What follows belongs to an exercise in optimizing a design on an open flow for small area; a production flow would make more cautious choices.
RTL that was checked went through simulation tests only; none was proved equivalent to the original.
Only the layout flow was run in runs 1 to 3; the RTL was not checked for function there.
Power is estimated from default activity; no workload was simulated.

## flow/config.mk

```make
export PLATFORM = sky130hd
export DESIGN_NAME = nixie_core
export DESIGN_NICKNAME = nixie_core
export VERILOG_FILES = /design/flow/design.v
export SDC_FILE = /design/flow/constraint.sdc
export NUM_CORES = 4
export LEC_CHECK = 0
export ABC_AREA = 1
export CAP_MARGIN = 20
export CORE_MARGIN = 2
export CORE_UTILIZATION = 40
export CTS_BUF_LIST = sky130_fd_sc_hd__clkbuf_8
export CTS_CLUSTER_DIAMETER = 100
export CTS_CLUSTER_SIZE = 40
export SLEW_MARGIN = 20
```

## flow/constraint.sdc

```tcl
create_clock -name core_clock -period 10.0 [get_ports {clk}]
set_input_delay 2.0000 -clock core_clock [delete_from_list [all_inputs] [get_ports {clk}]]
set_output_delay 2.0000 -clock core_clock [all_outputs]
set_load 0.01 [all_outputs]
```

## flow/design.v

```verilog
module nixie_core (
    input  wire       clk,
    input  wire       rst,           
    input  wire       tick_in,       
    input  wire [7:0] btn_in,        
    input  wire       scl_i,         
    input  wire       sda_i,         
    output reg        scl_oe,        
    output reg        sda_oe,        
    output wire [5:0] anode_out,
    output wire [7:0] cathode_out
);
    reg [2:0] btn_s1, btn_s2;
    reg       scl_s1, scl_s2, sda_s1, sda_s2;
    always @(posedge clk) begin
        btn_s1 <= btn_in[2:0];
        btn_s2 <= btn_s1;
        scl_s1 <= scl_i;
        scl_s2 <= scl_s1;
        sda_s1 <= sda_i;
        sda_s2 <= sda_s1;
    end
    wire [2:0] sample = ~btn_s2;
    localparam [3:0] F_INIT_RD  = 4'd0;
    localparam [3:0] F_INIT_WR0 = 4'd1;
    localparam [3:0] F_INIT_WR7 = 4'd2;
    localparam [3:0] F_UPD_S    = 4'd3;
    localparam [3:0] F_UPD_M    = 4'd4;
    localparam [3:0] F_UPD_H    = 4'd5;
    localparam [3:0] F_DEB      = 4'd6;
    localparam [3:0] F_RSEC_WR  = 4'd7;
    localparam [3:0] F_MIN_RD   = 4'd8;
    localparam [3:0] F_MIN_WR   = 4'd9;
    localparam [3:0] F_MIN_RD2  = 4'd10;
    localparam [3:0] F_HR_RD    = 4'd11;
    localparam [3:0] F_HR_WR    = 4'd12;
    localparam [3:0] F_HR_RD2   = 4'd13;
    localparam [3:0] S_START = 4'd0;
    localparam [3:0] S_ADW   = 4'd1;
    localparam [3:0] S_RETRY = 4'd2;
    localparam [3:0] S_REG   = 4'd3;
    localparam [3:0] S_DATA  = 4'd4;
    localparam [3:0] S_RS    = 4'd5;
    localparam [3:0] S_ADR   = 4'd6;
    localparam [3:0] S_RX    = 4'd7;
    localparam [3:0] S_STOP  = 4'd8;
    localparam [3:0] S_HANG  = 4'd9;
    localparam [9:0] T_END = 10'h001;
    localparam [9:0] T_1   = 10'h200;
    localparam [9:0] T_2   = 10'h100;
    localparam [9:0] T_3   = 10'h080;
    localparam [9:0] T_4   = 10'h240;
    localparam [9:0] T_5   = 10'h120;
    localparam [9:0] T_6   = 10'h090;
    localparam [9:0] T_7   = 10'h248;
    localparam [9:0] T_999 = 10'h019;
    reg [3:0] fst;
    reg [3:0] sst;
    reg [2:0] ph;
    reg [3:0] bitn;       
    reg [9:0] timer;
    reg [6:0] rb;         
    reg [2:0] cand, conf;
    reg [2:0] stab;       
    wire [2:0] rise = cand & ~conf;
    wire       t_end = (timer == T_END);
    wire [9:0] t_next = {timer[8:0], timer[9] ^ timer[6]};
    wire is_wr = (fst == F_INIT_WR0) || (fst == F_INIT_WR7) || (fst == F_RSEC_WR) ||
                 (fst == F_MIN_WR) || (fst == F_HR_WR);
    wire f_min = (fst == F_UPD_M) || (fst == F_MIN_RD) || (fst == F_MIN_WR) || (fst == F_MIN_RD2);
    wire f_hr  = (fst == F_UPD_H) || (fst == F_HR_RD) || (fst == F_HR_WR) || (fst == F_HR_RD2);
    wire f_w7  = (fst == F_INIT_WR7);
    wire [7:0] reg_addr = {5'b00000, f_w7, f_hr | f_w7, f_min | f_w7};
    reg [7:0] mu, mt, inc_min;
    always @(*) begin
        mu = {4'h0, rb[3:0]} + 8'd1;
        mt = {5'h00, rb[6:4]};
        if (mu == 8'd10) begin
            mu = 8'd0;
            mt = mt + 8'd1;
        end
        if (mt == 8'd6)
            mt = 8'd0;
        inc_min = (mt << 4) | mu;
    end
    reg [7:0] hu, ht, inc_hr;
    always @(*) begin
        hu = {4'h0, rb[3:0]} + 8'd1;
        ht = {6'h00, rb[5:4]};
        if (hu == 8'd10) begin
            hu = 8'd0;
            ht = ht + 8'd1;
        end
        if (ht == 8'd2 && hu == 8'd4) begin
            ht = 8'd0;
            hu = 8'd0;
        end
        inc_hr = (ht << 4) | hu;
    end
    wire [7:0] wdata = (fst == F_INIT_WR0) ? {1'b0, rb} :
                       (fst == F_INIT_WR7) ? 8'h12 :
                       (fst == F_MIN_WR)   ? inc_min :
                       (fst == F_HR_WR)    ? inc_hr : 8'h00;
    wire [7:0] tx_byte = (sst == S_ADW) ? 8'hD0 :
                         (sst == S_ADR) ? 8'hD1 :
                         (sst == S_REG) ? reg_addr : wdata;
    wire tx_pull = (sst != S_RX) && !bitn[3] && !tx_byte[~bitn[2:0]];
    wire db_s = (fst == F_UPD_S) || (fst == F_RSEC_WR);
    wire db_m = (fst == F_UPD_M) || (fst == F_MIN_RD2);
    wire db_h = (fst == F_UPD_H) || (fst == F_HR_RD2);
    wire db_zero = (fst == F_RSEC_WR);
    wire [3:0] db_u = db_zero ? 4'd0 : rb[3:0];
    wire [2:0] db_t = db_zero ? 3'd0 : rb[6:4];
    reg [1:0] d_ht;
    reg [2:0] d_mt, d_st;
    reg [3:0] d_hu, d_mu, d_su;
    wire end_step = (sst == S_STOP) && (ph == 3'd3) && t_end;
    always @(posedge clk) begin
        if (rst) begin
            fst    <= F_INIT_RD;
            sst    <= S_START;
            ph     <= 3'd0;
            timer  <= T_2;
            scl_oe <= 1'b0;
            sda_oe <= 1'b0;
            cand   <= 3'd0;
        end else if (fst == F_DEB) begin
            if (!t_end)
                timer <= t_next;
            else begin
                timer <= T_999;
                if (sample == cand) begin
                    stab <= {stab[1:0], ~stab[2]};
                    if (stab == 3'b110) begin
                        if (rise[0])      begin fst <= F_RSEC_WR; timer <= T_3; end
                        else if (rise[1]) begin fst <= F_MIN_RD;  timer <= T_4; end
                        else if (rise[2]) begin fst <= F_HR_RD;   timer <= T_5; end
                        else              begin fst <= F_UPD_S;   timer <= T_6; end
                    end
                end else begin
                    cand <= sample;
                    stab <= 3'b000;
                end
            end
        end else if (sst == S_HANG) begin
        end else if (!t_end) begin
            timer <= t_next;
        end else begin
            case (sst)
                S_START: if (ph == 3'd0) begin
                    bitn <= 4'd0;
                    if (scl_s2 && sda_s2) begin
                        sda_oe <= 1'b1;
                        ph     <= 3'd1;
                        timer  <= T_4;
                    end
                end else begin
                    scl_oe <= 1'b1;
                    ph     <= 3'd0;
                    sst    <= S_ADW;
                    timer  <= T_7;
                end
                S_RS: begin
                    case (ph)
                        3'd0: sda_oe <= 1'b0;
                        3'd1: scl_oe <= 1'b0;
                        3'd2: if (scl_s2) sda_oe <= 1'b1;
                        default: scl_oe <= 1'b1;
                    endcase
                    if (ph != 3'd2 || scl_s2) begin
                        ph    <= (ph == 3'd3) ? 3'd0 : ph + 3'd1;
                        timer <= (ph == 3'd3) ? T_7 : T_4;
                        if (ph == 3'd3) sst <= S_ADR;
                    end
                end
                S_RETRY, S_STOP: begin
                    case (ph)
                        3'd0: begin
                            sda_oe <= 1'b1;
                            ph     <= 3'd1;
                            timer  <= T_4;
                        end
                        3'd1: begin
                            scl_oe <= 1'b0;
                            ph     <= 3'd2;
                            timer  <= T_4;
                        end
                        3'd2: if (scl_s2) begin
                            sda_oe <= 1'b0;
                            timer  <= T_7;
                            if (sst == S_RETRY) begin
                                sst <= S_START;
                                ph  <= 3'd0;
                            end else
                                ph  <= 3'd3;
                        end
                        default: begin
                            sst   <= S_START;
                            ph    <= 3'd0;
                            timer <= T_1;
                            case (fst)
                                F_INIT_RD:  fst <= F_INIT_WR0;
                                F_INIT_WR0: fst <= F_INIT_WR7;
                                F_INIT_WR7: fst <= F_UPD_S;
                                F_UPD_S:    fst <= F_UPD_M;
                                F_UPD_M:    fst <= F_UPD_H;
                                F_UPD_H: begin
                                    fst   <= F_DEB;
                                    conf  <= cand;
                                    cand  <= sample;
                                    stab  <= 3'b000;
                                    timer <= T_999;
                                end
                                F_RSEC_WR: begin
                                    if (rise[1])      begin fst <= F_MIN_RD; timer <= T_2; end
                                    else if (rise[2]) begin fst <= F_HR_RD;  timer <= T_3; end
                                    else              begin fst <= F_UPD_S;  timer <= T_4; end
                                end
                                F_MIN_RD:   fst <= F_MIN_WR;
                                F_MIN_WR:   fst <= F_MIN_RD2;
                                F_MIN_RD2: begin
                                    if (rise[2]) begin fst <= F_HR_RD; timer <= T_2; end
                                    else         begin fst <= F_UPD_S; timer <= T_3; end
                                end
                                F_HR_RD:    fst <= F_HR_WR;
                                F_HR_WR:    fst <= F_HR_RD2;
                                default: begin fst <= F_UPD_S; timer <= T_2; end
                            endcase
                        end
                    endcase
                end
                default: begin  
                    case (ph)
                        3'd0: begin
                            sda_oe <= tx_pull;
                            ph     <= 3'd1;
                            timer  <= T_4;
                        end
                        3'd1: begin
                            scl_oe <= 1'b0;
                            ph     <= 3'd2;
                            timer  <= T_4;
                        end
                        3'd2: if (scl_s2) begin
                            if (bitn[3])
                                bitn <= {3'b100, sda_s2};
                            else if (sst == S_RX)
                                rb <= {rb[5:0], sda_s2};
                            ph    <= 3'd3;
                            timer <= T_4;
                        end
                        3'd3: begin
                            scl_oe <= 1'b1;
                            timer  <= T_4;
                            if (bitn[3])
                                ph <= 3'd4;
                            else begin
                                bitn <= bitn + 4'd1;
                                ph   <= 3'd0;
                            end
                        end
                        default: begin
                            sda_oe <= 1'b0;
                            ph     <= 3'd0;
                            bitn   <= 4'd0;
                            timer  <= T_2;
                            case (sst)
                                S_ADW:  sst <= bitn[0] ? S_RETRY : S_REG;
                                S_REG:  sst <= bitn[0] ? S_HANG : (is_wr ? S_DATA : S_RS);
                                S_DATA: sst <= bitn[0] ? S_HANG : S_STOP;
                                S_ADR:  sst <= bitn[0] ? S_HANG : S_RX;
                                default: sst <= S_STOP;
                            endcase
                        end
                    endcase
                end
            endcase
        end
    end
    always @(posedge clk) begin
        if (rst) begin
            d_ht <= 2'd0; d_hu <= 4'd0;
            d_mt <= 3'd0; d_mu <= 4'd0;
            d_st <= 3'd0; d_su <= 4'd0;
        end else if (end_step) begin
            if (db_h) begin d_ht <= db_t[1:0]; d_hu <= db_u; end
            if (db_m) begin d_mt <= db_t;      d_mu <= db_u; end
            if (db_s) begin d_st <= db_t;      d_su <= db_u; end
        end
    end
    localparam [5:0] FT_0  = 6'h01;
    localparam [5:0] FT_30 = 6'h32;
    localparam [5:0] FT_35 = 6'h0B;
    localparam [5:0] FT_40 = 6'h2E;
    reg [5:0] frame_tick;
    reg [2:0] tube;        
    reg       anode_on;
    reg [3:0] cdig;        
    wire [5:0] tsel;       
    assign tsel[0] = ~tube[2] & ~tube[0];
    assign tsel[1] = ~tube[1] &  tube[0];
    assign tsel[2] = ~tube[2] &  tube[1];
    assign tsel[3] =  tube[2] &  tube[0];
    assign tsel[4] =  tube[1] & ~tube[0];
    assign tsel[5] =  tube[2] & ~tube[1];
    wire [3:0] next_digit = ({4{tsel[5]}} & {2'b00, d_ht}) |
                            ({4{tsel[0]}} & d_hu) |
                            ({4{tsel[1]}} & {1'b0, d_mt}) |
                            ({4{tsel[2]}} & d_mu) |
                            ({4{tsel[3]}} & {1'b0, d_st}) |
                            ({4{tsel[4]}} & d_su);
    always @(posedge clk) begin
        if (rst) begin
            frame_tick <= FT_0;
            tube       <= 3'b000;
            anode_on   <= 1'b0;
            cdig       <= 4'hF;
        end else if (tick_in) begin
            if (frame_tick == FT_0)
                anode_on <= 1'b1;
            else if (frame_tick == FT_30)
                anode_on <= 1'b0;
            else if (frame_tick == FT_35) begin
                tube <= {tube[1:0], ~tube[2]};
                cdig <= next_digit;
            end
            if (frame_tick == FT_40)
                frame_tick <= FT_0;
            else
                frame_tick <= {frame_tick[4:0], frame_tick[5] ^ frame_tick[4]};
        end
    end
    assign anode_out = {6{anode_on}} & tsel;
    wire [9:0] dsel;
    genvar k;
    generate
        for (k = 0; k < 10; k = k + 1) begin : g_dsel
            assign dsel[k] = (cdig == k);
        end
    endgenerate
    assign cathode_out[0] = dsel[0] | dsel[2] | dsel[3] | dsel[5] | dsel[6] | dsel[7] | dsel[8] | dsel[9];
    assign cathode_out[1] = dsel[0] | dsel[1] | dsel[2] | dsel[3] | dsel[4] | dsel[7] | dsel[8] | dsel[9];
    assign cathode_out[2] = dsel[0] | dsel[1] | dsel[3] | dsel[4] | dsel[5] | dsel[6] | dsel[7] | dsel[8] | dsel[9];
    assign cathode_out[3] = dsel[0] | dsel[2] | dsel[3] | dsel[5] | dsel[6] | dsel[8] | dsel[9];
    assign cathode_out[4] = dsel[0] | dsel[2] | dsel[6] | dsel[8];
    assign cathode_out[5] = dsel[0] | dsel[4] | dsel[5] | dsel[6] | dsel[8] | dsel[9];
    assign cathode_out[6] = dsel[2] | dsel[3] | dsel[4] | dsel[5] | dsel[6] | dsel[8] | dsel[9];
    assign cathode_out[7] = 1'b0;
endmodule
```

## flow/run.sh

```bash
#!/bin/bash
# synth_recipe.tcl (not shown) runs the flow's synth.tcl, then flattens the netlist and writes it again
# the make line also repeats each setting of config.mk as NAME=value (left out here)
make -C /OpenROAD-flow-scripts/flow DESIGN_CONFIG=/design/flow/config.mk WORK_HOME=/design/flow/orfs CLKGATE_MAP_FILE= SYNTH_SCRIPT=/design/flow/synth_recipe.tcl finish
```

==> results of run 1 <==
[cell usage after synthesis, types with 2 or more instances]
| library cell | count | share of area, % |
|---|---|---|
| nand2_1 | 132 | 9.8 |
| inv_1 | 109 | 8.1 |
| nor2_1 | 92 | 6.8 |
| dfxtp_1 | 70 | 28 |
| o21ai_0 | 70 | 6.9 |
| a21oi_1 | 59 | 5.8 |
| nand3_1 | 32 | 3.2 |
| nor3_1 | 25 | 2.5 |
| edfxtp_1 | 17 | 10 |
| a211oi_1 | 12 | 1.8 |
| nand4_1 | 12 | 1.5 |
| ha_1 | 11 | 2.7 |
| nor4_1 | 10 | 1.2 |
| clkbuf_1 | 9 | 0.66 |
| o22ai_1 | 8 | 0.99 |
| o211ai_1 | 7 | 1.0 |
| inv_2 | 5 | 0.37 |
| nand2_2 | 5 | 0.62 |
| nor2_4 | 5 | 1.1 |
| buf_2 | 4 | 0.39 |
| nor2_2 | 4 | 0.49 |
| o21ai_1 | 4 | 0.39 |
| xor2_1 | 4 | 0.69 |
| a31oi_1 | 3 | 0.37 |
| nor3_2 | 3 | 0.59 |
| a221oi_1 | 2 | 0.34 |
| a41oi_1 | 2 | 0.34 |
| buf_4 | 2 | 0.30 |
| clkinv_1 | 2 | 0.15 |
| nand3b_1 | 2 | 0.30 |
| o2111ai_1 | 2 | 0.34 |
[how the worst min path moves through the flow]
| stage | slack (ns) | depth (start not counted) | start | end |
|---|---|---|---|---|
| floorplan | 0.31 | 0 | btn_s1[0]$_DFF_P_ | btn_s2[0]$_DFF_P_ |
| global placement | 0.31 | 0 | sda_s1$_DFF_P_ | sda_s2$_DFF_P_ |
| detailed placement | 0.31 | 0 | btn_s1[1]$_DFF_P_ | btn_s2[1]$_DFF_P_ |
| CTS | 0.33 | 0 | sda_s1$_DFF_P_ | sda_s2$_DFF_P_ |
| global route | 0.34 | 0 | scl_s1$_DFF_P_ | scl_s2$_DFF_P_ |
| finish | 0.33 | 0 | sda_s1$_DFF_P_ | sda_s2$_DFF_P_ |
[critical path, cell delays in order, from the launching register on]
cell	delay, ns
dfxtp_1	0.39
inv_1	0.07
nor2_1	0.12
inv_1	0.08
nor2_1	0.14
o21ai_0	0.13
nand4_1	0.09
clkdlybuf4s50_1	0.54
[layer usage]
| layer | up-vias | wire length (microns) | track usage, % |
|---|---|---|---|
| met5 | - | 0 | 0 |
| met1 | 2268 | 5874 | 24.90 |
| met3 | 20 | 633 | 4.152 |
| met4 | 0 | 221 | 6.745 |
| met2 | 144 | 6200 | 34.37 |
| li1 | 2516 | - | - |
[sequential cells by signal (all words and copies together) (netlist names), 4 cells and up]
register,flops
d_mu,4
bitn,4
rb,7
d_su,4
sst,4
d_hu,4
frame_tick,6
timer,10
fst,4
cdig,4
[report_power, final]
part | switching (mW) | total, mW | internal, mW
Clock | 0.133 | 0.275 | 0.141
Combinational | 0.0284 | 0.0444 | 0.0160
Sequential | 0.00725 | 0.371 | 0.364
Total | 0.169 | 0.691 | 0.522
[cell type report]
| cell class | instances | area (sq um) | area share (%) |
|---|---|---|---|
| Clock buffer | 9 | 123.9 | 2.177 |
| Timing Repair Buffer | 25 | 240.2 | 4.222 |
| Sequential cell | 87 | 1912 | 33.60 |
| Clock inverter | 7 | 95.09 | 1.671 |
| Inverter | 116 | 435.4 | 7.652 |
| Tap cell | 172 | 215.2 | 3.782 |
| Multi-Input combinational cell | 521 | 2669 | 46.90 |
[cells by family (layout without fill, tap and decap cells)]
logic type                 after synthesis  after routing  synth area share, %
and+or+nand+nor                        326            326                28.87
AOI/OAI and AO/OA                      178            178                19.93
buffers and inverters                  131            157                9.926
DFF                                     87             87                37.64
adders and majority gates               11             11                2.709
xor gates and xnor gates                 5              5               0.8620
other                                    1              1              0.07382
==> qor.csv, run 1 <==
metric;value;unit
outcome;finished clean;
vias_per_cell;5.281;
finalHoldViolCount;0;
maxCapViolCount;0;
reg2reg_from;fst[1]$_SDFFE_PP0P_;
first_pass_iters;5;
clk_pin_slew;0.09;ns
remaining_drc_errors;0;
hold_slack;0.3315;ns
nets;784;
overflow;0;
clock_sinks;87;
critPathCapture;cathode_out[0];
routedWlPerCell;13.80;microns
period_share;39.36;%
antenna_found_initial;0;
fin_crit;3.936;ns
post-layout-total-power;690.8;uW
leakagePower;2.383;nW
mostFrequentLayoutCell;nand2_1;
post_dp_cell_area;0.005466;sq mm
startpoint_type;register;
syn_inst;739;
cp_data_arrival_time;1.94;ns
rsz0062_at_grt;false;
hold_buffers;0;
power.density;121.4;mW/mm^2
area_growth;12.02;%
cts_tree;done;
cts_buffer_depth;2;
hold_path_class;register to register;
grt_pass1_vias;4680;
worst_slew_pin_slew;0.8326;ns
syn-num-nets;763;
worstSkewPairLatency;0.38;ns
ant_nets;0;
path_max_fanout;4;
die_h;116.7;microns
nFillCells;1338;
maxSlewHeadroom;43.98;%
place.gp.congestion;0.9073;
hpwl;9412;microns
core;0.01252;sq mm
place_ws;5.691;ns
max_freq;254.0;MHz
track_usage;19.97;%
fin_ws;6.064;ns
post_cts.repair.setup_buffers;0;
io_buffers;22;
setup_viol;0;
dpl.cell_count;920;
synth-edff-count;17;
wl;12930;microns
worst_ep_required_time;8.00;ns
ys_types;46;
grt_pass1_wl;21730;microns
row_count;41;
postCtsResizedCells;0;
initial_utilization;40.58;%
r2r_slack;7.52;ns
path_class;register to primary output;
fin_util;45.46;%
fin_setup_tns;0;ns
synthFlopType;dfxtp_1;
dieWidth;116.7;microns
rr_endpoint;timer[6]$_SDFFE_PP0P_;
netlist_area;0.005080;sq mm
finClkSkew;0.007318;ns
fin_cells;937;
root_buffer;clkbuf_8;
cts_buffers;9;
die-area;0.01362;sq mm
htree_levels;3;
ys.warnings.count;1;
drive_gt1_share;5.882;%
io_pins;29;
drt_iter0_markers;289;
dr_total_vias;4948;
stdcell_area;0.005690;sq mm
synth_area_per_cell;6.874;sq um
peakVddDrop;82.42;uV
async_flop_share;0;%
r2r_cells;11;
final_cell_mix;132 x nand2_1, 110 x inv_1, 92 x nor2_1;
synth-seq-cells;87;
endpoint_kind;primary output;
n_antenna_cell;0;
report.final.slew_viol_count;0;
grt_start_max_net_pins;43;
startpoint;cdig[2]$_SDFFE_PP1P_;
seq_area_frac_synth;37.64;%
==> inputs of run 2 (changes only) <==
--- a/flow/config.mk
+++ b/flow/config.mk
@@ -9,7 +9,4 @@
 export CAP_MARGIN = 20
 export CORE_MARGIN = 2
 export CORE_UTILIZATION = 40
-export CTS_BUF_LIST = sky130_fd_sc_hd__clkbuf_8
-export CTS_CLUSTER_DIAMETER = 100
-export CTS_CLUSTER_SIZE = 40
 export SLEW_MARGIN = 20
==> run 2 against run 1 <==
- clock power up 34%
- still clean
- hold slack worse by 0.0046 ns
- cell count unchanged
- synthesized cell count unchanged
- critical endpoint is now conf[2]$_DFFE_PP_
==> qor.csv, run 2 <==
metric;value;unit
synth-seq-cells;87;
dpl.cell_count;920;
initial_utilization;40.58;%
hold_buffers;0;
finClkSkew;0.006471;ns
fin_cells;937;
place_ws;5.691;ns
dieWidth;116.7;microns
synth_top_area_share;27.59;%
ys_types;46;
reg.largest.list;timer: 10 flops, rb: 7 flops, frame_tick: 6 flops;
die_h;116.7;microns
nets;784;
endpoint_kind;register;
hold_path_class;register to register;
cpMaxStageDelayCell;nor4_1;
n_antenna_cell;0;
cts_tree;done;
path_max_fanout;42;
hold_depth;0;
post_cts.repair.setup_buffers;0;
area_growth;14.01;%
r2r_cells;11;
synth_area_per_cell;6.874;sq um
yosys.area.top_type;dfxtp_1;
grt_pass1_wl;21780;microns
worst_slew_pin_slew;0.8319;ns
peakVddDrop;88.89;uV
first_pass_iters;5;
reg2reg_from;fst[1]$_SDFFE_PP0P_;
path_class;input pin to register;
startpoint_type;input pin;
hold_end;btn_s2[1]$_DFF_P_;
path_cells;clkdlybuf4s50_1 > buf_4 > inv_1 > buf_4 > nand2_1 > nor4_1;
routedWlPerCell;13.86;microns
leakagePower;2.425;nW
vias_per_cell;5.291;
regMostFlops;timer;
synth_most_common_cell;nand2_1;
antenna_found_initial;0;
io_pins;29;
post-layout-total-power;784.3;uW
row_count;41;
overflow;0;
maxCapViolCount;0;
fin_ws;6.048;ns
seq_area_frac_synth;37.64;%
yosys-top-cells-area;dfxtp_1 28%, edfxtp_1 10%, nand2_1 9.8%, inv_1 8.1%, o21ai_0 6.9%;
io_buffers;22;
mostFrequentLayoutCell;nand2_1;
crit_path_max_incr_delay;0.73;ns
cp_num_buf_inv;4;
postCtsResizedCells;0;
hold_path.startpoint;btn_s1[1]$_DFF_P_;
syn_inst;739;
cts_buffer_depth;2;
r2r_slack;7.52;ns
period_share;39.52;%
outcome;finished clean;
core;0.01252;sq mm
drt_iter0_markers;293;
async_flop_share;0;%
fin_util;46.27;%
ys.warnings.count;1;
fin_setup_tns;0;ns
root_buffer;clkbuf_16;
worstSkewPairLatency;0.36;ns
cpMostUsedCell;buf_4;
setup_viol;0;
cts_buffers;9;
fin_crit;3.952;ns
place.gp.congestion;0.9073;
synth-edff-count;17;
dr_total_vias;4958;
maxSlewHeadroom;44.03;%
clk_pin_slew;0.06;ns
rr_endpoint;timer[6]$_SDFFE_PP0P_;
hpwl;9412;microns
track_usage;20.15;%
netlist_area;0.005080;sq mm
netlist_top_cells_count;132 x nand2_1, 109 x inv_1, 92 x nor2_1;
ant_nets;0;
htree_levels;3;
power.density;135.4;mW/mm^2
largest_reg_flops;10;
final_cell_mix;132 x nand2_1, 109 x inv_1, 92 x nor2_1;
drive_gt1_share;5.882;%
grt_pass1_vias;4689;
clock_sinks;87;
finalHoldViolCount;0;
syn-num-nets;763;
die-area;0.01362;sq mm
grt_start_max_net_pins;43;
rsz0062_at_grt;false;
remaining_drc_errors;0;
cp_data_arrival_time;3.94;ns
report.final.slew_viol_count;0;
worst_ep_required_time;9.99;ns
max_freq;253.1;MHz
crit_family;buffers and inverters;
wl;12990;microns
synthFlopType;dfxtp_1;
[run 2: logic make-up (layout without fill, tap and decap cells)]
family                   Yosys count  count (layout)  share of synthesized area, %
other                              1               1                       0.07382
adder cells (fa/ha/maj)           11              11                         2.709
AO/OA/AOI/OAI                    178             178                         19.93
flip-flops                        87              87                         37.64
AND/OR/NAND/NOR                  326             326                         28.87
XOR/XNOR                           5               5                        0.8620
buffers and inverters            131             157                         9.926
[run 2: metrics by stage]
stage          hold WS, ns  instance area (sq um)
2_1_floorplan       0.3096                   5080
3_3_place_gp        0.3103                   5461
3_5_place_dp        0.3121                   5466
4_1_cts             0.3276                   5787
5_1_grt             0.3331                   5792
6_report            0.3269                   5792
[run 2: cell type report]
type,count,area [sq um]
multi-input combinational,521,2669
clock buffer,10,229.0
inverter,116,435.4
fill,1323,6725
tap,172,215.2
sequential,87,1912
timing repair buffer,25,240.2
clock inverter,6,91.34
[run 2: layer usage]
layer  vias up  share of wire, %  GRT usage, %
li1       2526                 -             -
met1      2263                45         25.09
met2       146                48         34.37
met3        23               4.8         4.255
met4         0               2.1         7.451
met5         -                 0             0
[run 2: worst max path at each step]
stage	from	end	slack, ns	depth (start not counted)
3_3_place_gp	rst	conf[1]$_DFFE_PP_	5.72	6
3_5_place_dp	rst	conf[1]$_DFFE_PP_	5.69	6
4_1_cts	rst	conf[2]$_DFFE_PP_	6.07	6
6_report	rst	conf[2]$_DFFE_PP_	6.05	6
5_1_grt	rst	conf[2]$_DFFE_PP_	5.86	6
2_1_floorplan	tick_in	tube[1]$_SDFFE_PP0P_	6.71	5
[run 2: power by group]
part / internal (mW) / leakage [nW] / switching, mW
Sequential: 0.365 / 0.723 / 0.00729
Clock: 0.221 / 0.157 / 0.148
Combinational: 0.0160 / 1.54 / 0.0281
Total: 0.601 / 2.42 / 0.183
==> inputs of run 3 (changes only) <==
--- a/flow/design.v
+++ b/flow/design.v
@@ -21,30 +21,30 @@
         sda_s2 <= sda_s1;
     end
     wire [2:0] sample = ~btn_s2;
-    localparam [3:0] F_INIT_RD  = 4'd0;
-    localparam [3:0] F_INIT_WR0 = 4'd1;
-    localparam [3:0] F_INIT_WR7 = 4'd2;
-    localparam [3:0] F_UPD_S    = 4'd3;
-    localparam [3:0] F_UPD_M    = 4'd4;
-    localparam [3:0] F_UPD_H    = 4'd5;
-    localparam [3:0] F_DEB      = 4'd6;
-    localparam [3:0] F_RSEC_WR  = 4'd7;
-    localparam [3:0] F_MIN_RD   = 4'd8;
-    localparam [3:0] F_MIN_WR   = 4'd9;
-    localparam [3:0] F_MIN_RD2  = 4'd10;
-    localparam [3:0] F_HR_RD    = 4'd11;
-    localparam [3:0] F_HR_WR    = 4'd12;
-    localparam [3:0] F_HR_RD2   = 4'd13;
-    localparam [3:0] S_START = 4'd0;
-    localparam [3:0] S_ADW   = 4'd1;
-    localparam [3:0] S_RETRY = 4'd2;
-    localparam [3:0] S_REG   = 4'd3;
-    localparam [3:0] S_DATA  = 4'd4;
-    localparam [3:0] S_RS    = 4'd5;
-    localparam [3:0] S_ADR   = 4'd6;
-    localparam [3:0] S_RX    = 4'd7;
-    localparam [3:0] S_STOP  = 4'd8;
-    localparam [3:0] S_HANG  = 4'd9;
+    localparam [3:0] F_INIT_RD  = 4'b0000;
+    localparam [3:0] F_INIT_WR0 = 4'b0001;
+    localparam [3:0] F_RSEC_WR  = 4'b0010;
+    localparam [3:0] F_UPD_S    = 4'b0011;
+    localparam [3:0] F_MIN_RD   = 4'b0100;
+    localparam [3:0] F_MIN_WR   = 4'b0101;
+    localparam [3:0] F_MIN_RD2  = 4'b0110;
+    localparam [3:0] F_UPD_M    = 4'b0111;
+    localparam [3:0] F_HR_RD    = 4'b1000;
+    localparam [3:0] F_HR_WR    = 4'b1001;
+    localparam [3:0] F_HR_RD2   = 4'b1010;
+    localparam [3:0] F_UPD_H    = 4'b1011;
+    localparam [3:0] F_DEB      = 4'b1100;
+    localparam [3:0] F_INIT_WR7 = 4'b1101;
+    localparam [3:0] S_START = 4'b0000;
+    localparam [3:0] S_RS    = 4'b0001;
+    localparam [3:0] S_RETRY = 4'b0010;
+    localparam [3:0] S_STOP  = 4'b0011;
+    localparam [3:0] S_HANG  = 4'b0100;
+    localparam [3:0] S_ADW   = 4'b1000;
+    localparam [3:0] S_REG   = 4'b1001;
+    localparam [3:0] S_DATA  = 4'b1010;
+    localparam [3:0] S_ADR   = 4'b1011;
+    localparam [3:0] S_RX    = 4'b1100;
     localparam [9:0] T_END = 10'h001;
     localparam [9:0] T_1   = 10'h200;
     localparam [9:0] T_2   = 10'h100;
@@ -61,7 +61,6 @@
     reg [9:0] timer;
     reg [6:0] rb;         
     reg [2:0] cand, conf;
-    reg [2:0] stab;       
     wire [2:0] rise = cand & ~conf;
     wire       t_end = (timer == T_END);
     wire [9:0] t_next = {timer[8:0], timer[9] ^ timer[6]};
@@ -130,8 +129,8 @@
             else begin
                 timer <= T_999;
                 if (sample == cand) begin
-                    stab <= {stab[1:0], ~stab[2]};
-                    if (stab == 3'b110) begin
+                    bitn[2:0] <= {bitn[1:0], ~bitn[2]};
+                    if (bitn[2:0] == 3'b110) begin
                         if (rise[0])      begin fst <= F_RSEC_WR; timer <= T_3; end
                         else if (rise[1]) begin fst <= F_MIN_RD;  timer <= T_4; end
                         else if (rise[2]) begin fst <= F_HR_RD;   timer <= T_5; end
@@ -139,7 +138,7 @@
                     end
                 end else begin
                     cand <= sample;
-                    stab <= 3'b000;
+                    bitn[2:0] <= 3'b000;
                 end
             end
         end else if (sst == S_HANG) begin
@@ -208,7 +207,7 @@
                                     fst   <= F_DEB;
                                     conf  <= cand;
                                     cand  <= sample;
-                                    stab  <= 3'b000;
+                                    bitn[2:0] <= 3'b000;
                                     timer <= T_999;
                                 end
                                 F_RSEC_WR: begin
--- a/flow/config.mk
+++ b/flow/config.mk
@@ -8,5 +8,8 @@
 export ABC_AREA = 1
 export CAP_MARGIN = 20
 export CORE_MARGIN = 2
-export CORE_UTILIZATION = 40
+export CORE_UTILIZATION = 70
+export CTS_BUF_LIST = sky130_fd_sc_hd__clkbuf_8
+export CTS_CLUSTER_DIAMETER = 100
+export CTS_CLUSTER_SIZE = 40
 export SLEW_MARGIN = 20
==> run 3 against run 2 <==
- non-clock buffer count stayed put
- clock power down 32%
- first-iteration DRC count is 52% higher
- register-to-register slack worse by 0.32 ns
- synthesized cell count decreased by 5.3%
- flip-flop and latch count decreased by 3
- wire length is 2.8% lower
- clock skew is 0.0056 ns higher
- final area fell by 5.3%
- cell count shrank 13%
==> qor.csv, run 3 <==
metric;value;unit
maxSlewHeadroom;38.12;%
period_share;40.36;%
switchingPower;163.6;uW
leakagePower;2.200;nW
yosys-top-cells-area;dfxtp_1 28%, edfxtp_1 8.4%, nand2_1 7.4%, inv_1 6.2%, a21oi_1 6.0%;
async_flop_share;0;%
cts_buffer_depth;2;
syn_inst;700;
path_class;register to primary output;
switching_share;25.31;%
reg2reg_from;sst[3]$_SDFFE_PP0P_;
die-area;0.007885;sq mm
rsz0062_at_grt;false;
die_h;88.80;microns
rr_endpoint;bitn[0]$_DFFE_PP_;
clk_pin_slew;0.09;ns
cts_tree;done;
routedWlPerCell;15.41;microns
place.gp.congestion;0.9790;
hold_slack;0.3344;ns
yosys.area.top_type;dfxtp_1;
io_pins;29;
regMostFlops;timer;
maxCapViolCount;0;
max_freq;247.8;MHz
path_max_fanout;3;
track_usage;34.22;%
vias_per_cell;6.132;
fin_setup_tns;0;ns
seq_area_frac_synth;36.19;%
fin_util;79.84;%
dpl.cell_count;803;
setup_viol;0;
finClkSkew;0.01206;ns
mostFrequentLayoutCell;nand2_1;
antenna_found_initial;0;
startpoint_type;register;
fin_cells;819;
hold_path_class;register to register;
cts_buffers;9;
wl;12620;microns
ant_nets;0;
fin_crit;4.036;ns
synth-edff-count;14;
row_count;30;
hpwl;9276;microns
dieWidth;88.80;microns
place_ws;6.352;ns
nFillCells;502;
synth_area_per_cell;7.191;sq um
r2r_slack;7.20;ns
p_int;482.7;uW
hold_path.startpoint;sda_s1$_DFF_P_;
reg.largest.list;timer: 10 flops, rb: 7 flops, frame_tick: 6 flops;
ys.warnings.count;1;
area_growth;8.949;%
worst_slew_pin_slew;0.9248;ns
finalHoldViolCount;0;
hold_buffers;0;
netlist_top_cells_count;99 x nand2_1, 83 x inv_1, 76 x nor2_1;
worstSkewPairLatency;0.37;ns
synth-seq-cells;84;
endpoint_kind;primary output;
clock_sinks;84;
overflow;0;
r2r_cells;5;
hold_depth;0;
post_dp_cell_area;0.005288;sq mm
remaining_drc_errors;0;
largest_reg_flops;10;
p_comb_share;6.1;%
initial_utilization;73.28;%
clkPwrFrac;38.5;%
fin_ws;5.964;ns
synthFlopType;dfxtp_1;
io_buffers;22;
root_buffer;clkbuf_8;
grt_start_max_net_pins;46;
peakVddDrop;88.29;uV
stdcell_area;0.005484;sq mm
netlist_area;0.005034;sq mm
core;0.006869;sq mm
synth_top_area_share;27.84;%
power_frac_seq;55.4;%
post-layout-total-power;646.3;uW
grt_pass1_vias;4700;
post_cts.repair.setup_buffers;0;
worst_ep_required_time;8.00;ns
final_cell_mix;99 x nand2_1, 84 x inv_1, 76 x nor2_1;
hold_end;sda_s2$_DFF_P_;
drive_gt1_share;12.86;%
report.final.slew_viol_count;0;
power.density;117.8;mW/mm^2
htree_levels;3;
cp_data_arrival_time;2.04;ns
n_antenna_cell;0;
first_pass_iters;5;
drt_iter0_markers;445;
grt_pass1_wl;21070;microns
synth_most_common_cell;nand2_1;
ff_latch_area;0.001822;sq mm
ys_types;48;
multi_input_area;0.002699;sq mm
nets;743;
dr_total_vias;5022;
syn-num-nets;725;
postCtsResizedCells;0;
outcome;finished clean;
-- run 3: changes by cell type in the layout (fill, tap and decap cells not counted), moves of 10 or more --
cell,before,now
nand2_1,132,99
o21ai_1,4,14
inv_2,5,17
nand2_2,5,22
o21ai_0,70,54
inv_1,109,84
nor2_1,92,76
-- run 3: worst max-delay path by stage --
stage                          from                 to  slack [ns]
5_1_grt        cdig[2]$_SDFFE_PP1P_     cathode_out[0]        5.90
3_3_place_gp                    rst  conf[0]$_DFFE_PP_        6.36
2_1_floorplan                   rst    rb[0]$_DFFE_PP_        6.80
3_5_place_dp                    rst  conf[0]$_DFFE_PP_        6.35
6_report       cdig[2]$_SDFFE_PP1P_     cathode_out[0]        5.96
4_1_cts        cdig[2]$_SDFFE_PP1P_     cathode_out[0]        5.99
-- run 3: kinds of logic (layout without fill, tap and decap cells) --
logic type | Yosys count | after routing | synth area share, %
and+or+nand+nor | 291 | 291 | 28.09
AOI/OAI and AO/OA | 181 | 181 | 21.43
buffers and inverters | 125 | 148 | 10.19
DFF | 84 | 84 | 36.19
adders and majority gates | 12 | 12 | 2.983
xor gates and xnor gates | 6 | 6 | 1.044
other | 1 | 1 | 0.07450
-- run 3: layout make-up --
| type | count | area share, % |
|---|---|---|
| flip-flops and latches | 84 | 33.22 |
| well taps | 96 | 2.190 |
| clock buffers | 9 | 2.259 |
| clock inverters | 7 | 1.323 |
| repair buffers | 25 | 4.426 |
| multi-input cells | 491 | 49.21 |
| inverters | 107 | 7.369 |
-- run 3: power groups by stage --
stage | logic [mW] | clock network (mW) | registers (mW)
floorplan | 0.0280 | 0 | 0.364
global placement | 0.0364 | 0 | 0.365
detailed placement | 0.0384 | 0 | 0.366
CTS | 0.0387 | 0.249 | 0.358
global route | 0.0432 | 0.262 | 0.359
finish | 0.0393 | 0.249 | 0.358
-- run 3: worst max-delay path, stage by stage, from the launching register on --
cell and delay (ns):
dfxtp_1 0.37, inv_1 0.08, nor2_1 0.14, inv_1 0.09, nor2_1 0.17, o21ai_0 0.16
nand4_1 0.12, clkdlybuf4s50_1 0.54
-- run 3: metal layers --
| metal | GRT usage [%] | wire length [microns] | vias up |
|---|---|---|---|
| li1 | - | - | 2399 |
| met1 | 42.49 | 5100 | 2315 |
| met2 | 56.92 | 6076 | 261 |
| met3 | 6.903 | 1063 | 47 |
| met4 | 16.25 | 379 | 0 |
| met5 | 0 | 0 | - |
==> inputs of run 4 (changes only) <==
--- a/flow/design.v
+++ b/flow/design.v
@@ -45,25 +45,22 @@
     localparam [3:0] S_DATA  = 4'b1010;
     localparam [3:0] S_ADR   = 4'b1011;
     localparam [3:0] S_RX    = 4'b1100;
-    localparam [9:0] T_END = 10'h001;
-    localparam [9:0] T_1   = 10'h200;
-    localparam [9:0] T_2   = 10'h100;
-    localparam [9:0] T_3   = 10'h080;
-    localparam [9:0] T_4   = 10'h240;
-    localparam [9:0] T_5   = 10'h120;
-    localparam [9:0] T_6   = 10'h090;
-    localparam [9:0] T_7   = 10'h248;
-    localparam [9:0] T_999 = 10'h019;
+    localparam [6:0] D_START = 7'h08;
+    localparam [6:0] D_END   = 7'h01;
     reg [3:0] fst;
     reg [3:0] sst;
     reg [2:0] ph;
     reg [3:0] bitn;       
-    reg [9:0] timer;
+    reg [2:0] timer;
     reg [6:0] rb;         
     reg [2:0] cand, conf;
     wire [2:0] rise = cand & ~conf;
-    wire       t_end = (timer == T_END);
-    wire [9:0] t_next = {timer[8:0], timer[9] ^ timer[6]};
+    wire       t_end = (timer == 3'd0);
+    wire [2:0] t_next = timer - 3'd1;
+    wire [6:0] deb = {sst, ph};
+    wire       d_end = (deb == D_END);
+    wire [6:0] d_next = {deb[5:0], deb[6] ^ deb[5]};
+    wire       in_deb = (fst == F_DEB);
     wire is_wr = (fst == F_INIT_WR0) || (fst == F_INIT_WR7) || (fst == F_RSEC_WR) ||
                  (fst == F_MIN_WR) || (fst == F_HR_WR);
     wire f_min = (fst == F_UPD_M) || (fst == F_MIN_RD) || (fst == F_MIN_WR) || (fst == F_MIN_RD2);
@@ -113,32 +110,36 @@
     reg [1:0] d_ht;
     reg [2:0] d_mt, d_st;
     reg [3:0] d_hu, d_mu, d_su;
-    wire end_step = (sst == S_STOP) && (ph == 3'd3) && t_end;
+    wire end_step = !in_deb && (sst == S_STOP) && (ph == 3'd3) && t_end;
     always @(posedge clk) begin
         if (rst) begin
             fst    <= F_INIT_RD;
             sst    <= S_START;
             ph     <= 3'd0;
-            timer  <= T_2;
+            timer  <= 3'd2;
             scl_oe <= 1'b0;
             sda_oe <= 1'b0;
             cand   <= 3'd0;
-        end else if (fst == F_DEB) begin
-            if (!t_end)
-                timer <= t_next;
-            else begin
-                timer <= T_999;
-                if (sample == cand) begin
-                    bitn[2:0] <= {bitn[1:0], ~bitn[2]};
-                    if (bitn[2:0] == 3'b110) begin
-                        if (rise[0])      begin fst <= F_RSEC_WR; timer <= T_3; end
-                        else if (rise[1]) begin fst <= F_MIN_RD;  timer <= T_4; end
-                        else if (rise[2]) begin fst <= F_HR_RD;   timer <= T_5; end
-                        else              begin fst <= F_UPD_S;   timer <= T_6; end
+        end else if (in_deb) begin
+            timer <= t_next;
+            if (t_end) begin
+                if (!d_end)
+                    {sst, ph} <= d_next;
+                else begin
+                    {sst, ph} <= D_START;
+                    if (sample == cand) begin
+                        bitn[2:0] <= {bitn[1:0], ~bitn[2]};
+                        if (bitn[2:0] == 3'b110) begin
+                            {sst, ph} <= {S_START, 3'd0};
+                            if (rise[0])      begin fst <= F_RSEC_WR; timer <= 3'd3; end
+                            else if (rise[1]) begin fst <= F_MIN_RD;  timer <= 3'd4; end
+                            else if (rise[2]) begin fst <= F_HR_RD;   timer <= 3'd5; end
+                            else              begin fst <= F_UPD_S;   timer <= 3'd6; end
+                        end
+                    end else begin
+                        cand <= sample;
+                        bitn[2:0] <= 3'b000;
                     end
-                end else begin
-                    cand <= sample;
-                    bitn[2:0] <= 3'b000;
                 end
             end
         end else if (sst == S_HANG) begin
@@ -151,13 +152,13 @@
                     if (scl_s2 && sda_s2) begin
                         sda_oe <= 1'b1;
                         ph     <= 3'd1;
-                        timer  <= T_4;
+                        timer  <= 3'd4;
                     end
                 end else begin
                     scl_oe <= 1'b1;
                     ph     <= 3'd0;
                     sst    <= S_ADW;
-                    timer  <= T_7;
+                    timer  <= 3'd7;
                 end
                 S_RS: begin
                     case (ph)
@@ -168,7 +169,7 @@
                     endcase
                     if (ph != 3'd2 || scl_s2) begin
                         ph    <= (ph == 3'd3) ? 3'd0 : ph + 3'd1;
-                        timer <= (ph == 3'd3) ? T_7 : T_4;
+                        timer <= (ph == 3'd3) ? 3'd7 : 3'd4;
                         if (ph == 3'd3) sst <= S_ADR;
                     end
                 end
@@ -177,16 +178,16 @@
                         3'd0: begin
                             sda_oe <= 1'b1;
                             ph     <= 3'd1;
-                            timer  <= T_4;
+                            timer  <= 3'd4;
                         end
                         3'd1: begin
                             scl_oe <= 1'b0;
                             ph     <= 3'd2;
-                            timer  <= T_4;
+                            timer  <= 3'd4;
                         end
                         3'd2: if (scl_s2) begin
                             sda_oe <= 1'b0;
-                            timer  <= T_7;
+                            timer  <= 3'd7;
                             if (sst == S_RETRY) begin
                                 sst <= S_START;
                                 ph  <= 3'd0;
@@ -196,7 +197,7 @@
                         default: begin
                             sst   <= S_START;
                             ph    <= 3'd0;
-                            timer <= T_1;
+                            timer <= 3'd1;
                             case (fst)
                                 F_INIT_RD:  fst <= F_INIT_WR0;
                                 F_INIT_WR0: fst <= F_INIT_WR7;
@@ -208,22 +209,23 @@
                                     conf  <= cand;
                                     cand  <= sample;
                                     bitn[2:0] <= 3'b000;
-                                    timer <= T_999;
+                                    timer <= 3'd7;
+                                    {sst, ph} <= D_START;
                                 end
                                 F_RSEC_WR: begin
-                                    if (rise[1])      begin fst <= F_MIN_RD; timer <= T_2; end
-                                    else if (rise[2]) begin fst <= F_HR_RD;  timer <= T_3; end
-                                    else              begin fst <= F_UPD_S;  timer <= T_4; end
+                                    if (rise[1])      begin fst <= F_MIN_RD; timer <= 3'd2; end
+                                    else if (rise[2]) begin fst <= F_HR_RD;  timer <= 3'd3; end
+                                    else              begin fst <= F_UPD_S;  timer <= 3'd4; end
                                 end
                                 F_MIN_RD:   fst <= F_MIN_WR;
                                 F_MIN_WR:   fst <= F_MIN_RD2;
                                 F_MIN_RD2: begin
-                                    if (rise[2]) begin fst <= F_HR_RD; timer <= T_2; end
-                                    else         begin fst <= F_UPD_S; timer <= T_3; end
+                                    if (rise[2]) begin fst <= F_HR_RD; timer <= 3'd2; end
+                                    else         begin fst <= F_UPD_S; timer <= 3'd3; end
                                 end
                                 F_HR_RD:    fst <= F_HR_WR;
                                 F_HR_WR:    fst <= F_HR_RD2;
-                                default: begin fst <= F_UPD_S; timer <= T_2; end
+                                default: begin fst <= F_UPD_S; timer <= 3'd2; end
                             endcase
                         end
                     endcase
@@ -233,12 +235,12 @@
                         3'd0: begin
                             sda_oe <= tx_pull;
                             ph     <= 3'd1;
-                            timer  <= T_4;
+                            timer  <= 3'd4;
                         end
                         3'd1: begin
                             scl_oe <= 1'b0;
                             ph     <= 3'd2;
-                            timer  <= T_4;
+                            timer  <= 3'd4;
                         end
                         3'd2: if (scl_s2) begin
                             if (bitn[3])
@@ -246,11 +248,11 @@
                             else if (sst == S_RX)
                                 rb <= {rb[5:0], sda_s2};
                             ph    <= 3'd3;
-                            timer <= T_4;
+                            timer <= 3'd4;
                         end
                         3'd3: begin
                             scl_oe <= 1'b1;
-                            timer  <= T_4;
+                            timer  <= 3'd4;
                             if (bitn[3])
                                 ph <= 3'd4;
                             else begin
@@ -262,7 +264,7 @@
                             sda_oe <= 1'b0;
                             ph     <= 3'd0;
                             bitn   <= 4'd0;
-                            timer  <= T_2;
+                            timer  <= 3'd2;
                             case (sst)
                                 S_ADW:  sst <= bitn[0] ? S_RETRY : S_REG;
                                 S_REG:  sst <= bitn[0] ? S_HANG : (is_wr ? S_DATA : S_RS);
--- a/flow/config.mk
+++ b/flow/config.mk
@@ -9,7 +9,7 @@
 export CAP_MARGIN = 20
 export CORE_MARGIN = 2
 export CORE_UTILIZATION = 70
-export CTS_BUF_LIST = sky130_fd_sc_hd__clkbuf_8
+export CTS_BUF_LIST = sky130_fd_sc_hd__clkbuf_4 sky130_fd_sc_hd__clkbuf_8
 export CTS_CLUSTER_DIAMETER = 100
 export CTS_CLUSTER_SIZE = 40
 export SLEW_MARGIN = 20
==> run 4 against run 3 <==
- synthesized cell count grew 3.3%
- maximum frequency grew 3.8%
- cell count grew 3.2%
- critical path depth shrank 2
- clock skew shrank 0.0023 ns
- sequential power grew 8.7%
- largest cell class unchanged
- highest routed layer unchanged
==> qor.csv, run 4 <==
metric;value;unit
fin_crit;3.889;ns
worst_ep_required_time;8.00;ns
report.final.slew_viol_count;0;
peakVddDrop;211.4;uV
syn-num-nets;754;
grt_pass1_vias;4665;
hold_path_class;register to register;
initial_utilization;72.62;%
maxSlewHeadroom;41.56;%
die_h;87.95;microns
yosys.area.top_type;dfxtp_1;
switching_share;46.02;%
worst_slew_pin_slew;0.8734;ns
wl;13110;microns
netlist_top_cells_count;108 x inv_1, 103 x nand2_1, 102 x nor2_1;
first_pass_iters;7;
synthFlopType;dfxtp_1;
setup_viol;0;
finClkSkew;0.009774;ns
synth_top_area_share;25.56;%
drive_gt1_share;10.28;%
nFillCells;496;
path_class;register to primary output;
hold_depth;0;
die-area;0.007735;sq mm
cp_data_arrival_time;1.89;ns
endpoint_kind;primary output;
row_count;30;
n_antenna_cell;0;
htree_levels;3;
ys.warnings.count;1;
root_buffer;clkbuf_8;
vias_per_cell;6.026;
overflow;0;
startpoint_type;register;
switchingPower;561.0;uW
period_share;38.89;%
reg.largest.list;rb: 7 flops, frame_tick: 6 flops;
cts_tree;done;
clk_pin_slew;0.08;ns
cts_buffers;9;
cts_buffer_depth;2;
nets;775;
p_comb_share;47.9;%
async_flop_share;0;%
leakagePower;2.313;nW
track_usage;35.21;%
netlist_area;0.004933;sq mm
hold_slack;0.3307;ns
r2r_cells;8;
max_freq;257.2;MHz
finalHoldViolCount;0;
grt_start_max_net_pins;42;
power_frac_seq;31.9;%
core;0.006794;sq mm
io_buffers;22;
worstSkewPairLatency;0.36;ns
postCtsResizedCells;0;
synth-edff-count;14;
hpwl;9563;microns
p_int;658.0;uW
fin_setup_tns;0;ns
seq_area_frac_synth;34.09;%
post-layout-total-power;1.219;mW
yosys-top-cells-area;dfxtp_1 26%, edfxtp_1 8.5%, inv_1 8.2%, nand2_1 7.8%, nor2_1 7.8%;
maxCapViolCount;0;
hold_buffers;0;
dieWidth;87.95;microns
synth_most_common_cell;inv_1;
io_pins;29;
grt_pass1_wl;21470;microns
remaining_drc_errors;0;
outcome;finished clean;
antenna_found_initial;0;
post_cts.repair.setup_buffers;0;
dr_total_vias;5092;
mostFrequentLayoutCell;inv_1;
clock_sinks;77;
routedWlPerCell;15.51;microns
regMostFlops;rb;
clkPwrFrac;20.2;%
place.gp.congestion;0.9956;
largest_reg_flops;7;
synth-seq-cells;77;
ant_nets;0;
area_growth;10.17;%
ys_types;50;
syn_inst;723;
drt_iter0_markers;605;
synth_area_per_cell;6.824;sq um
rsz0062_at_grt;false;
power.density;224.3;mW/mm^2
final_cell_mix;108 x inv_1, 103 x nand2_1, 102 x nor2_1;
path_max_fanout;8;
run 4: changes by cell type after synthesis, moves of 8 or more:
cell,delta
inv_1,+25
nand2_2,-17
nand3_1,-8
nor2_1,+26
o21ai_0,+11
run 4: metrics by stage:
| step | worst slack (ns) | utilization, % | std cells | area, sq um |
|---|---|---|---|---|
| 2_1_floorplan | 6.683 | - | 723 | 4933 |
| 3_3_place_gp | 6.008 | 77.00 | 829 | 5231 |
| 3_5_place_dp | 5.913 | 77.00 | 829 | 5231 |
| 4_1_cts | 6.123 | 80.00 | 845 | 5435 |
| 5_1_grt | 5.961 | 80.00 | 845 | 5435 |
| 6_report | 6.111 | 80.00 | 845 | 5435 |
run 4: area by class of cell:
| type | count | area [sq um] | area share (%) |
|---|---|---|---|
| clock buffer | 11 | 145.1 | 2.670 |
| clock inverter | 5 | 58.81 | 1.082 |
| inverter | 131 | 496.7 | 9.139 |
| multi-input combinational | 500 | 2690 | 49.49 |
| sequential | 77 | 1682 | 30.94 |
| tap | 96 | 120.1 | 2.210 |
| timing repair buffer | 25 | 242.7 | 4.466 |
run 4: final timing paths:
| check | start | end | slack [ns] |
|---|---|---|---|
| setup / recovery | tube[1]$_SDFFE_PP0P_ | anode_out[4] | 6.11 |
| hold / removal | btn_s1[2]$_DFF_P_ | btn_s2[2]$_DFF_P_ | 0.33 |
| setup reg to reg | fst[0]$_SDFFE_PP0P_ | conf[2]$_DFFE_PP_ | 7.18 |
| hold reg to reg | btn_s1[2]$_DFF_P_ | btn_s2[2]$_DFF_P_ | 0.33 |
run 4: logic make-up after synthesis:
family	share of synthesized area (%)
flip-flops	34.09
AO/OA/AOI/OAI	22.34
buffers and inverters	11.39
adder cells (fa/ha/maj)	4.565
other	0.07601
XOR/XNOR	0.8878
AND/OR/NAND/NOR	26.65
run 4: worst max-delay path, cell delays in order, from the launching register on:
cell and delay, ns:
dfxtp_1 0.34, inv_1 0.13, nor2_1 0.29, inv_1 0.11, nor2_1 0.11, clkdlybuf4s50_1 0.54
run 4: routing by layer:
layer / routed length [microns] / track usage, % / part of all wire (%) / vias up
met5: 0 / 0 / 0 / -
met4: 530 / 16.92 / 4.0 / 0
met3: 951 / 5.467 / 7.3 / 54
met2: 6380 / 59.85 / 49 / 300
met1: 5246 / 43.65 / 40 / 2286
li1: - / - / - / 2452
run 4: power groups by stage:
stage          sequential [mW]  clock [mW]  combinational [mW]
2_1_floorplan            0.382           0               0.437
3_3_place_gp             0.392           0               0.551
3_5_place_dp             0.394           0               0.562
4_1_cts                  0.387       0.247               0.566
5_1_grt                  0.392       0.261               0.636
6_report                 0.389       0.247               0.584
==> inputs of run 5 (changes only) <==
--- a/flow/config.mk
+++ b/flow/config.mk
@@ -9,7 +9,7 @@
 export CAP_MARGIN = 20
 export CORE_MARGIN = 2
 export CORE_UTILIZATION = 70
-export CTS_BUF_LIST = sky130_fd_sc_hd__clkbuf_4 sky130_fd_sc_hd__clkbuf_8
+export CTS_BUF_LIST = sky130_fd_sc_hd__clkbuf_8
 export CTS_CLUSTER_DIAMETER = 100
 export CTS_CLUSTER_SIZE = 40
 export SLEW_MARGIN = 20
==> run 5 against run 4 <==
- combinational power is essentially flat
- non-clock buffer count is the same
- synthesized cell count is the same
- largest cell class unchanged
- highest routed layer unchanged
==> qor.csv, run 5 <==
metric;value;unit
outcome;finished clean;
hold_path_class;register to register;
dpl.cell_count;829;
path_max_fanout;8;
cpMaxStageDelayCell;clkdlybuf4s50_1;
initial_utilization;72.62;%
yosys-top-cells-area;dfxtp_1 26%, edfxtp_1 8.5%, inv_1 8.2%, nand2_1 7.8%, nor2_1 7.8%;
hold_depth;0;
dieWidth;87.95;microns
cts_tree;done;
root_buffer;clkbuf_8;
yosys.area.top_type;dfxtp_1;
synth_most_common_cell;inv_1;
clock_sinks;77;
dr_total_vias;5094;
synth_xor_area_share;0.8876;%
cp_num_buf_inv;3;
netlist_area;0.004933;sq mm
worst_ep_required_time;8.00;ns
rr_endpoint;conf[2]$_DFFE_PP_;
vias_per_cell;6.028;
cp_data_arrival_time;1.88;ns
ys_types;50;
cts_buffer_depth;2;
synthSimpleGateAreaFrac;26.65;%
async_flop_share;0;%
fin_cells;845;
io_buffers;22;
synth_mux_area_share;0;%
io_pins;29;
finClkSkew;0.009606;ns
period_share;38.83;%
cts_buffers;9;
nets;775;
remaining_drc_errors;0;
die-area;0.007735;sq mm
netlist_top_cells_count;108 x inv_1, 103 x nand2_1, 102 x nor2_1;
finalHoldViolCount;0;
grt_pass1_vias;4666;
postCtsResizedCells;0;
synth-seq-cells;77;
grt_start_max_net_pins;42;
r2r_cells;8;
grt_pass1_wl;21400;microns
path_class;register to primary output;
antenna_found_initial;0;
r2r_slack;7.16;ns
fin_crit;3.883;ns
startpoint_type;register;
final_cell_mix;109 x inv_1, 103 x nand2_1, 102 x nor2_1;
maxSlewHeadroom;42.77;%
row_count;30;
synthFlopType;dfxtp_1;
crit_path_max_incr_delay;0.54;ns
syn-num-nets;754;
hold_end;btn_s2[2]$_DFF_P_;
hpwl;9563;microns
fin_setup_tns;0;ns
hold_path.startpoint;btn_s1[2]$_DFF_P_;
drt_iter0_markers;602;
rsz0062_at_grt;false;
n_antenna_cell;0;
die_h;87.95;microns
reg.largest.list;rb: 7 flops, frame_tick: 6 flops;
post_cts.repair.setup_buffers;0;
endpoint_kind;primary output;
area_growth;10.09;%
crit_family;buffers and inverters;
drive_gt1_share;10.15;%
path_cells;inv_1 > nor2_1 > inv_1 > nor2_1 > clkdlybuf4s50_1;
reg2reg_from;fst[0]$_SDFFE_PP0P_;
ys.warnings.count;1;
htree_levels;3;
overflow;0;
setup_viol;0;
synth_top_family_by_area;simple AND/OR/NAND/NOR gates;
ant_nets;0;
max_freq;257.5;MHz
power.density;223.9;mW/mm^2
hold_buffers;0;
maxCapViolCount;0;
worstSkewPairLatency;0.36;ns
report.final.slew_viol_count;0;
track_usage;35.05;%
synth-edff-count;14;
place.gp.congestion;0.9956;
syn_inst;723;
mostFrequentLayoutCell;inv_1;
seq_area_frac_synth;34.09;%
synthAdderAreaFrac;4.565;%
synth_area_per_cell;6.824;sq um
core;0.006794;sq mm
leakagePower;2.314;nW
peakVddDrop;211.4;uV
worst_slew_pin_slew;0.8505;ns
clk_pin_slew;0.08;ns
synth-compound-area-share;22.34;%
regMostFlops;rb;
routedWlPerCell;15.36;microns
wl;12980;microns
first_pass_iters;6;
nFillCells;498;
largest_reg_flops;7;
synth_top_area_share;25.56;%
## run 5: changes by cell type in the layout (fill, tap and decap cells not counted), sizes merged
| cell | before | now |
|---|---|---|
| inv | 133 | 134 |
| clkbuf | 11 | 10 |
## run 5: per-stage QoR
stage                     total power [mW]  instance area (sq um)  hold slack, ns  utilization [%]  setup WS [ns]
after floorplan                     0.8193                   4933          0.3096                -          6.683
after CTS                            1.196                   5431          0.3295            79.94          6.123
final                                1.216                   5431          0.3293            79.94          6.117
after global routing                 1.286                   5431          0.3380            79.94          5.959
after global placement              0.9429                   5231          0.3102            77.00          6.008
after detailed placement            0.9555                   5231          0.3121            77.00          5.913
## run 5: routing by layer
metal | vias up | GRT usage (%) | part of all wire [%]
li1 | 2457 | - | -
met1 | 2293 | 43.65 | 40
met2 | 299 | 59.02 | 48
met3 | 45 | 5.749 | 8.0
met4 | 0 | 17.06 | 3.7
met5 | - | 0 | 0
## run 5: how the worst max path moves through the flow
stage	slack, ns	to	depth (start not counted)	startpoint
after CTS	6.12	anode_out[4]	5	tube[1]$_SDFFE_PP0P_
after detailed placement	5.91	tube[1]$_SDFFE_PP0P_	6	tick_in
after global routing	5.96	anode_out[4]	5	tube[1]$_SDFFE_PP0P_
after floorplan	6.68	rb[0]$_DFFE_PP_	3	rst
after global placement	6.01	tube[1]$_SDFFE_PP0P_	6	tick_in
final	6.12	anode_out[4]	5	tube[1]$_SDFFE_PP0P_
## run 5: power by group
part / leakage [nW] / internal, mW / switching, mW
combinational: 1.56 / 0.186 / 0.398
sequential: 0.650 / 0.346 / 0.0431
clock: 0.108 / 0.122 / 0.122
## run 5: logic make-up after synthesis
kind of cell,Yosys count
xor gates and xnor gates,5
and+or+nand+nor,291
buffers and inverters,146
DFF,77
AOI/OAI and AO/OA,185
other,1
adders and majority gates,18
## run 5: layout make-up
cell class	count	area, sq um	area share, %
clock buffer	10	137.6	2.534
clock inverter	6	62.56	1.152
inverter	131	496.7	9.145
multi-input combinational	500	2690	49.53
sequential	77	1682	30.96
tap	96	120.1	2.211
timing repair buffer	25	242.7	4.469

## afterwards: timing with drivers on the ports
How much do the figures lean on ideal ports? The routed layouts below were timed once more, with nothing changed but the port constraints.
Step 1: set_driving_cell puts a clkbuf_16 on clk and a buf_2 on each other input, an assumption about the parent block.
Step 2 also shifts input and output timing later by t, the mid clock arrival at the registers, as if the neighbouring blocks saw the same clock.
a / b / c = ideal / step 1 / step 2; a / b = the first two.
| run | shift t [ns] | setup slack, ns | worst register clock-pin slew, ns | worst slew at a driven data input, ns | pins driven straight from the clock port |
|---|---|---|---|---|---|
| run 1 | 0.414 | 6.064 / 6.030 / 5.665 | 0.09 / 0.09 | 0.04 | 1 |
| run 2 | 0.394 | 6.048 / 6.055 / 5.673 | 0.06 / 0.06 | 0.04 | 1 |
| run 3 | 0.398 | 5.964 / 5.931 / 6.329 | 0.09 / 0.09 | 0.03 | 1 |
| run 4 | 0.389 | 6.111 / 6.080 / 5.880 | 0.08 / 0.08 | 0.03 | 1 |
| run 5 | 0.392 | 6.117 / 6.085 / 5.885 | 0.08 / 0.08 | 0.03 | 1 |
After both steps every run listed still meets setup and hold. For run 1, which loses most, drivers alone change the setup slack by -0.034 ns; drivers and shift together by -0.399 ns.
